This design comes from an exercise in tuning for small area, a short achievable clock period and few clock cycles per item on the open sky130 flow, not from production work.
Only simulation tests tie the RTL to the original design; equivalence was not proved.

==> inputs of 04-22 <==
==> flow/design.v (excerpt) <==
module cpds_comp (
    input  wire         clk,
    input  wire         rst,         
    input  wire         start,
    input  wire [207:0] cal_a,       
    input  wire [55:0]  cal_b,       
    input  wire [63:0]  raw,         
    input  wire [31:0]  p_offset,    
    output wire         ready,
    output reg          done,
    output wire [31:0]  t_fine,
    output wire [31:0]  t_out,
    output wire [31:0]  t_int,
    output reg  [7:0]   t_frac,
    output reg  [31:0]  p_q24_8,
    output wire [23:0]  p_pa,
    output reg  [31:0]  p_int,
    output reg  [6:0]   p_frac,
    output reg          p_undef,
    output reg  [16:0]  h_q22_10,
    output reg  [13:0]  h_hund,
    output reg  [6:0]   h_int,
    output reg  [6:0]   h_frac
);
    wire [15:0] dig_t1 = {cal_a[15:8],    cal_a[7:0]};
    wire [15:0] dig_t2 = {cal_a[31:24],   cal_a[23:16]};
    wire [15:0] dig_t3 = {cal_a[47:40],   cal_a[39:32]};
    wire [15:0] dig_p1 = {cal_a[63:56],   cal_a[55:48]};
    wire [15:0] dig_p2 = {cal_a[79:72],   cal_a[71:64]};
    wire [15:0] dig_p3 = {cal_a[95:88],   cal_a[87:80]};
    wire [15:0] dig_p4 = {cal_a[111:104], cal_a[103:96]};
    wire [15:0] dig_p5 = {cal_a[127:120], cal_a[119:112]};
    wire [15:0] dig_p6 = {cal_a[143:136], cal_a[135:128]};
    wire [15:0] dig_p7 = {cal_a[159:152], cal_a[151:144]};
    wire [15:0] dig_p8 = {cal_a[175:168], cal_a[167:160]};
    wire [15:0] dig_p9 = {cal_a[191:184], cal_a[183:176]};
    wire [7:0]  dig_h1 = cal_a[207:200];
    wire [15:0] dig_h2 = {cal_b[15:8], cal_b[7:0]};
    wire [7:0]  dig_h3 = cal_b[23:16];
    wire [11:0] dig_h4 = {cal_b[31:24], cal_b[35:32]};
    wire [11:0] dig_h5 = {cal_b[47:40], cal_b[39:36]};
    wire [7:0]  dig_h6 = cal_b[55:48];
    wire [19:0] adc_p = {raw[7:0],   raw[15:8],  raw[23:20]};
    wire [19:0] adc_t = {raw[31:24], raw[39:32], raw[47:44]};
    wire [15:0] adc_h = {raw[55:48], raw[63:56]};
    localparam integer
        S_IDLE = 0,
        S_T1   = 1,
        S_T2   = 2,
        S_T3A  = 3,
        S_T3B  = 4,
        S_Q1   = 5,
  ...
export LEC_CHECK = 0
export CAP_MARGIN = 20
export CORE_MARGIN = 2
export CORE_UTILIZATION = 30
export PLACE_DENSITY = 0.5
export SLEW_MARGIN = 20
create_clock -name core_clock -period 22.0 [get_ports {clk}]
standard.sh (not shown) runs the stock make flow with config.mk's settings and CLKGATE_MAP_FILE= SYNTH_SCRIPT=/design/flow/synth_recipe.tcl, a recipe that flattens the netlist after the stock synthesis.
==> flow/flow/run.sh <==
#!/bin/bash
# The standard layout (standard.sh) with two changes to how it is made:
# ORFS timing repair is asked for extra setup margin, so that it shortens
# paths below the clock period, and the port buffers are plain buf_1 cells.
# The SDC, the clock period and the design's constraints are unchanged.
set -euo pipefail
bash standard.sh SETUP_SLACK_MARGIN=15 "BUFFER_PORTS_ARGS=-buffer_cell sky130_fd_sc_hd__buf_1" finish > standard_run.log 2>&1
==> 01-18 (differences from 04-22) <==
--- a/flow/design.v
+++ b/flow/design.v
@@ -112,14 +112,15 @@
     reg [19:0] ca;                   
     reg [22:0] pv;                   
     reg [22:0] nx;                   
     reg [27:0] ppr;                  
     reg [32:0] ma;                   
     reg [63:0] xo;                   
     reg [8:0]  b1, b2, bn;           
+    reg [8:0]  b1x, b2x, bnx;        
     reg [16:0] tc;                   
     reg [8:0]  ti;                   
     wire [63:0] tmp = {p_int, p_q24_8};    
     wire [21:0] tf = pv[21:0] + 22'd128000;
     assign t_fine = {{10{tf[21]}}, tf};
     assign t_out  = {{15{tc[16]}}, tc};
     assign t_int  = {{23{ti[8]}}, ti};
@@ -139,18 +140,20 @@
     wire [33:0] ax  = {ma[32], ma};
     wire [33:0] ax2 = {ma, 1'b0};
     wire [63:0] pr [0:8];
     wire [16:0] bneg;
     genvar k;
     generate
         for (k = 0; k < 9; k = k + 1) begin : booth
-            wire [33:0] pp = (({34{b1[k]}} & ax) | ({34{b2[k]}} & ax2)) ^ {34{bn[k]}};
+            wire [16:0] ppl = (({17{b1[k]}} & ax[16:0]) | ({17{b2[k]}} & ax2[16:0])) ^ {17{bn[k]}};
+            wire [16:0] pph = (({17{~b1x[k]}} & ax[33:17]) | ({17{~b2x[k]}} & ax2[33:17])) ^ {17{~bnx[k]}};
+            wire [33:0] pp = {pph, ppl};
             wire [34:0] row = {~pp[33], pp};
             assign pr[k] = {{(29-2*k){1'b0}}, row, {(2*k){1'b0}}};
-            assign bneg[2*k] = bn[k];
+            assign bneg[2*k] = ~bnx[k];
             if (k < 8) begin : gap
                 assign bneg[2*k+1] = 1'b0;
             end
         end
     endgenerate
     wire [63:0] sum = xo + 64'hFFFA_AAAC_0000_0000 + pr[0] + pr[1] + pr[2] + pr[3] + pr[4] +
                       pr[5] + pr[6] + pr[7] + pr[8] + {47'd0, bneg};
@@ -164,15 +167,16 @@
     wire [1:0]  q4  = !r4c[33] ? 2'd3 : !r4b[33] ? 2'd2 : !r4a[33] ? 2'd1 : 2'd0;
     wire [30:0] rr4 = !r4c[33] ? r4c[30:0] : !r4b[33] ? r4b[30:0] :
                       !r4a[33] ? r4a[30:0] : r4[30:0];
     wire [31:0] r2  = {rr4, dq[63]};
     wire [32:0] r2a = {1'b0, r2} - {2'd0, dm};
     wire        q2  = !r2a[32];
     wire [30:0] rr2 = q2 ? r2a[30:0] : r2[30:0];
-    wire [4:0] dcnt_nx = (dsk != 2'd0) ? dcnt - 5'd3 : dcnt - 5'd1;
+    wire       sk2 = dsk[1];
+    wire [4:0] dcnt_nx = sk2 ? dcnt - 5'd6 : (dsk != 2'd0) ? dcnt - 5'd3 : dcnt - 5'd1;
     wire div_fin = !dbusy || (dcnt_nx == 5'd0);    
     wire nbr  = st[S_H2] && !nneg && !dz && dq[63];    
     wire div_run = dbusy && !nbr;
     wire dstart = (st[S_N3] && !dz) || st[S_NC2];
     always @(posedge clk) begin
         if (rst) begin
             dbusy <= 1'b0;
@@ -183,25 +187,29 @@
             dcnt  <= 5'd22;
             dsk   <= nsk;
             dr    <= 31'd0;
         end else if (dbusy) begin
             dcnt <= dcnt_nx;
             if (dcnt_nx == 5'd0)
                 dbusy <= 1'b0;
-            if (dsk != 2'd0) begin
+            if (sk2) begin
+                dsk <= dsk - 2'd2;
+                dr  <= {dr[12:0], dq[65:48]};
+            end else if (dsk != 2'd0) begin
                 dsk <= dsk - 2'd1;
                 dr  <= {dr[21:0], dq[65:57]};
             end else begin
                 dr  <= rr2;
             end
         end
     end
     wire dq_ld = st[S_T1] | st[S_Q2] | st[S_W3] | st[S_N3] | st[S_NC2] | st[S_C2];
     wire [65:0] dq_d = dq_ld ? {2'b00, sum} :
                        !div_run ? dq :
+                       sk2 ? {dq[47:0], 18'd0} :
                        (dsk != 2'd0) ? {dq[56:0], 9'd0} : {dq[62:0], q4, q2};
     always @(posedge clk)
         dq <= dq_d;
     wire [17:0] t_a = {1'b0, adc_t[19:3]} - {1'b0, dig_t1, 1'b0};           
     wire [19:0] h_k = {4'd0, adc_h} + 20'd1 - {{2{dig_h4[11]}}, dig_h4, 6'd0};  
     wire [19:0] ca_d;
     wire [16:0] cb_d;
@@ -376,14 +384,17 @@
     always @(posedge clk) begin
         ma <= ma_d;
         xo <= xo_d;
         for (i = 0; i < 9; i = i + 1) begin
             b1[i] <= bx[2*i+1] ^ bx[2*i];
             b2[i] <= (bx[2*i+2] & ~bx[2*i+1] & ~bx[2*i]) | (~bx[2*i+2] & bx[2*i+1] & bx[2*i]);
             bn[i] <= bx[2*i+2];
+            b1x[i] <= ~(bx[2*i+1] ^ bx[2*i]);
+            b2x[i] <= ~((bx[2*i+2] & ~bx[2*i+1] & ~bx[2*i]) | (~bx[2*i+2] & bx[2*i+1] & bx[2*i]));
+            bnx[i] <= ~bx[2*i+2];
         end
     end
     always @(posedge clk) begin
         acc <= acc_d;
         pv <= pv_d;
         p_q24_8 <= pq_d;
         p_int <= pi_d;
==> flow/run.sh (new file) <==
#!/bin/bash
# synth_recipe.tcl (not shown) runs the flow's synth.tcl, then flattens the netlist and writes it again
# the make line also repeats each setting of config.mk as NAME=value (left out here)
make -C /OpenROAD-flow-scripts/flow DESIGN_CONFIG=/design/flow/config.mk WORK_HOME=/design/flow/orfs CLKGATE_MAP_FILE= SYNTH_SCRIPT=/design/flow/synth_recipe.tcl finish
CAP_MARGIN = 40   (was 20)
CELL_PAD_IN_SITES_DETAIL_PLACEMENT = 1   (was not set)
CELL_PAD_IN_SITES_GLOBAL_PLACEMENT = 2   (was not set)
CORE_UTILIZATION = 35   (was 30)
SETUP_SLACK_MARGIN = 5   (was not set)
SLEW_MARGIN = 40   (was 20)
removed: flow/flow/run.sh
removed: flow/standard.sh
==> flow_summary.ini <==
[detailed_routing]
wl_met2_um = 172000

[status]
status = no timing/DRC/antenna violations

[sta]
rsz0062_at_grt = false

[flow_run]
drv_cap = 0

[global_routing]
grt_pass1_wl_um = 573000
Source of the figures above: 01-18

==> flow_summary.ini <==
[status]
status = failed layout checks
so.violations = capacitance limit, slew limit

[flow_run]
drv_cap = 1

[detailed_routing]
wl_met2_um = 161000

[sta]
maxSlewViolCount = 6
Source of the figures above: 04-22

Testbench counts of 04-22, summed over its fixed seeds: cycles 18,603, items 384.
Testbench counts of 01-18, summed over its fixed seeds: cycles 18,219, items 384.

---

==> inputs of v17 <==
cpds_comp with an RTL version that a note above also has.
clock: 22.0 ns
lec_check: 0
cap_margin: 40
cell_pad_in_sites_detail_placement: 1
cell_pad_in_sites_global_placement: 2
core_margin: 2
core_utilization: 35
place_density: 0.5
slew_margin: 40
==> flow/flow/run.sh <==
#!/bin/bash
# The standard layout (standard.sh) with two changes to how it is made:
# ORFS timing repair is asked for extra setup margin, so that it shortens
# paths below the clock period, and the port buffers are plain buf_1 cells.
# The SDC, the clock period and the design's constraints are unchanged.
set -euo pipefail
bash standard.sh SETUP_SLACK_MARGIN=15 "BUFFER_PORTS_ARGS=-buffer_cell sky130_fd_sc_hd__buf_1" finish > standard_run.log 2>&1
==> inputs of v21, as changes to v17 <==
--- a/flow/design.v
+++ b/flow/design.v
@@ -111,17 +111,16 @@
     reg        nneg;                 
     reg [19:0] ca;                   
     reg [22:0] pv;                   
     reg [22:0] nx;                   
     reg [27:0] ppr;                  
     reg [32:0] ma;                   
     reg [63:0] xo;                   
     reg [8:0]  b1, b2, bn;           
-    reg [8:0]  b1x, b2x, bnx;        
     reg [16:0] tc;                   
     reg [8:0]  ti;                   
     wire [63:0] tmp = {p_int, p_q24_8};    
     wire [21:0] tf = pv[21:0] + 22'd128000;
     assign t_fine = {{10{tf[21]}}, tf};
     assign t_out  = {{15{tc[16]}}, tc};
     assign t_int  = {{23{ti[8]}}, ti};
     assign p_pa   = p_q24_8[31:8];
@@ -139,22 +138,20 @@
     wire [39:0] psum = acc[58:19] + {tmp[63], tmp[63:25]};
     wire [33:0] ax  = {ma[32], ma};
     wire [33:0] ax2 = {ma, 1'b0};
     wire [63:0] pr [0:8];
     wire [16:0] bneg;
     genvar k;
     generate
         for (k = 0; k < 9; k = k + 1) begin : booth
-            wire [16:0] ppl = (({17{b1[k]}} & ax[16:0]) | ({17{b2[k]}} & ax2[16:0])) ^ {17{bn[k]}};
-            wire [16:0] pph = (({17{~b1x[k]}} & ax[33:17]) | ({17{~b2x[k]}} & ax2[33:17])) ^ {17{~bnx[k]}};
-            wire [33:0] pp = {pph, ppl};
+            wire [33:0] pp = (({34{b1[k]}} & ax) | ({34{b2[k]}} & ax2)) ^ {34{bn[k]}};
             wire [34:0] row = {~pp[33], pp};
             assign pr[k] = {{(29-2*k){1'b0}}, row, {(2*k){1'b0}}};
-            assign bneg[2*k] = ~bnx[k];
+            assign bneg[2*k] = bn[k];
             if (k < 8) begin : gap
                 assign bneg[2*k+1] = 1'b0;
             end
         end
     endgenerate
     wire [63:0] sum = xo + 64'hFFFA_AAAC_0000_0000 + pr[0] + pr[1] + pr[2] + pr[3] + pr[4] +
                       pr[5] + pr[6] + pr[7] + pr[8] + {47'd0, bneg};
     wire [31:0] pint = {14'd0, acc[48:31]} - p_offset;
@@ -166,18 +163,17 @@
     wire [33:0] r4c = {1'b0, r4} - {1'b0, dm3};
     wire [1:0]  q4  = !r4c[33] ? 2'd3 : !r4b[33] ? 2'd2 : !r4a[33] ? 2'd1 : 2'd0;
     wire [30:0] rr4 = !r4c[33] ? r4c[30:0] : !r4b[33] ? r4b[30:0] :
                       !r4a[33] ? r4a[30:0] : r4[30:0];
     wire [31:0] r2  = {rr4, dq[63]};
     wire [32:0] r2a = {1'b0, r2} - {2'd0, dm};
     wire        q2  = !r2a[32];
     wire [30:0] rr2 = q2 ? r2a[30:0] : r2[30:0];
-    wire       sk2 = dsk[1];
-    wire [4:0] dcnt_nx = sk2 ? dcnt - 5'd6 : (dsk != 2'd0) ? dcnt - 5'd3 : dcnt - 5'd1;
+    wire [4:0] dcnt_nx = (dsk != 2'd0) ? dcnt - 5'd3 : dcnt - 5'd1;
     wire div_fin = !dbusy || (dcnt_nx == 5'd0);    
     wire nbr  = st[S_H2] && !nneg && !dz && dq[63];    
     wire div_run = dbusy && !nbr;
     wire dstart = (st[S_N3] && !dz) || st[S_NC2];
     always @(posedge clk) begin
         if (rst) begin
             dbusy <= 1'b0;
         end else if (nbr) begin
@@ -186,31 +182,27 @@
             dbusy <= 1'b1;
             dcnt  <= 5'd22;
             dsk   <= nsk;
             dr    <= 31'd0;
         end else if (dbusy) begin
             dcnt <= dcnt_nx;
             if (dcnt_nx == 5'd0)
                 dbusy <= 1'b0;
-            if (sk2) begin
-                dsk <= dsk - 2'd2;
-                dr  <= {dr[12:0], dq[65:48]};
-            end else if (dsk != 2'd0) begin
+            if (dsk != 2'd0) begin
                 dsk <= dsk - 2'd1;
                 dr  <= {dr[21:0], dq[65:57]};
             end else begin
                 dr  <= rr2;
             end
         end
     end
     wire dq_ld = st[S_T1] | st[S_Q2] | st[S_W3] | st[S_N3] | st[S_NC2] | st[S_C2];
     wire [65:0] dq_d = dq_ld ? {2'b00, sum} :
                        !div_run ? dq :
-                       sk2 ? {dq[47:0], 18'd0} :
                        (dsk != 2'd0) ? {dq[56:0], 9'd0} : {dq[62:0], q4, q2};
     always @(posedge clk)
         dq <= dq_d;
     wire [17:0] t_a = {1'b0, adc_t[19:3]} - {1'b0, dig_t1, 1'b0};           
     wire [19:0] h_k = {4'd0, adc_h} + 20'd1 - {{2{dig_h4[11]}}, dig_h4, 6'd0};  
     wire [19:0] ca_d;
     wire [16:0] cb_d;
     always @(posedge clk)
@@ -383,19 +375,16 @@
     integer i;
     always @(posedge clk) begin
         ma <= ma_d;
         xo <= xo_d;
         for (i = 0; i < 9; i = i + 1) begin
             b1[i] <= bx[2*i+1] ^ bx[2*i];
             b2[i] <= (bx[2*i+2] & ~bx[2*i+1] & ~bx[2*i]) | (~bx[2*i+2] & bx[2*i+1] & bx[2*i]);
             bn[i] <= bx[2*i+2];
-            b1x[i] <= ~(bx[2*i+1] ^ bx[2*i]);
-            b2x[i] <= ~((bx[2*i+2] & ~bx[2*i+1] & ~bx[2*i]) | (~bx[2*i+2] & bx[2*i+1] & bx[2*i]));
-            bnx[i] <= ~bx[2*i+2];
         end
     end
     always @(posedge clk) begin
         acc <= acc_d;
         pv <= pv_d;
         p_q24_8 <= pq_d;
         p_int <= pi_d;
         h_q22_10 <= hq_d;
Settings changed: CAP_MARGIN 40 to 20, CTS_BUF_LIST from default to sky130_fd_sc_hd__clkbuf_8 sky130_fd_sc_hd__clkbuf_4, SLEW_MARGIN 40 to 20.
==> flow_summary.json <==
{
  "hold_ws_ps": 422,
  "most-common-layout-cells": "buf_1 (567), nand2_1 (565), buf_4 (507)",
  "status": "no timing/DRC/antenna violations",
  "syn_area_per_cell_um2": 8.38,
  "post_dp_cell_area_um2": 68300,
  "max_freq_mhz": 127,
  "synth_fp_nets": 8724,
  "buffer_area_frac": 0.123,
  "antenna_found_initial": 79
}
the above is filed under v21

==> flow_summary.json <==
{
  "hold_ws_ps": 427,
  "antenna_found_initial": 63,
  "most-common-layout-cells": "nand2_1 (615), buf_1 (581), buf_4 (564)",
  "synth_fp_nets": 9006,
  "buffer_area_frac": 0.120,
  "status": "no timing/DRC/antenna violations",
  "max_freq_mhz": 124,
  "critPathTopFamily": "adder cells",
  "syn_area_per_cell_um2": 8.29
}
the above is filed under v17

Testbench counts of v17, summed over its fixed seeds: cycles 18,219, items 384.
Testbench counts of v21, summed over its fixed seeds: cycles 18,603, items 384.

static timing again, ports no longer ideal:
No port has a modelled driver above. Below, the same layouts with a new extraction and two added sets of constraints.
Step 1 (the two cells are an assumption about what drives the block):
set clk [get_ports {clk}]
set_driving_cell -lib_cell sky130_fd_sc_hd__clkbuf_16 $clk
set_driving_cell -lib_cell sky130_fd_sc_hd__buf_2 [delete_from_list [all_inputs] $clk]
Step 2 adds t to the input delays and takes it off the output delays; t is the mean of the earliest and latest rising clock arrival at the registers after step 1. Input paths then give back, and output paths get back, about the clock's delay inside the block.
a / b / c = ideal ports / drivers / drivers and shift; a / b = the first two.
| run | shift t [ns] | setup slack, ns | pins driven straight from the clock port |
|---|---|---|---|
| 04-22 | 0.821 | 14.218 / 14.218 / 13.679 | 1 |
| 01-18 | 0.841 | 11.466 / 11.466 / 11.466 | 1 |
| v17 | 0.833 | 13.912 / 13.912 / 13.390 | 1 |
| v21 | 1.006 | 14.109 / 14.109 / 13.375 | 1 |
The setup slack of v21, which loses most, moves by 0.000 ns with the drivers and by -0.734 ns with both steps.
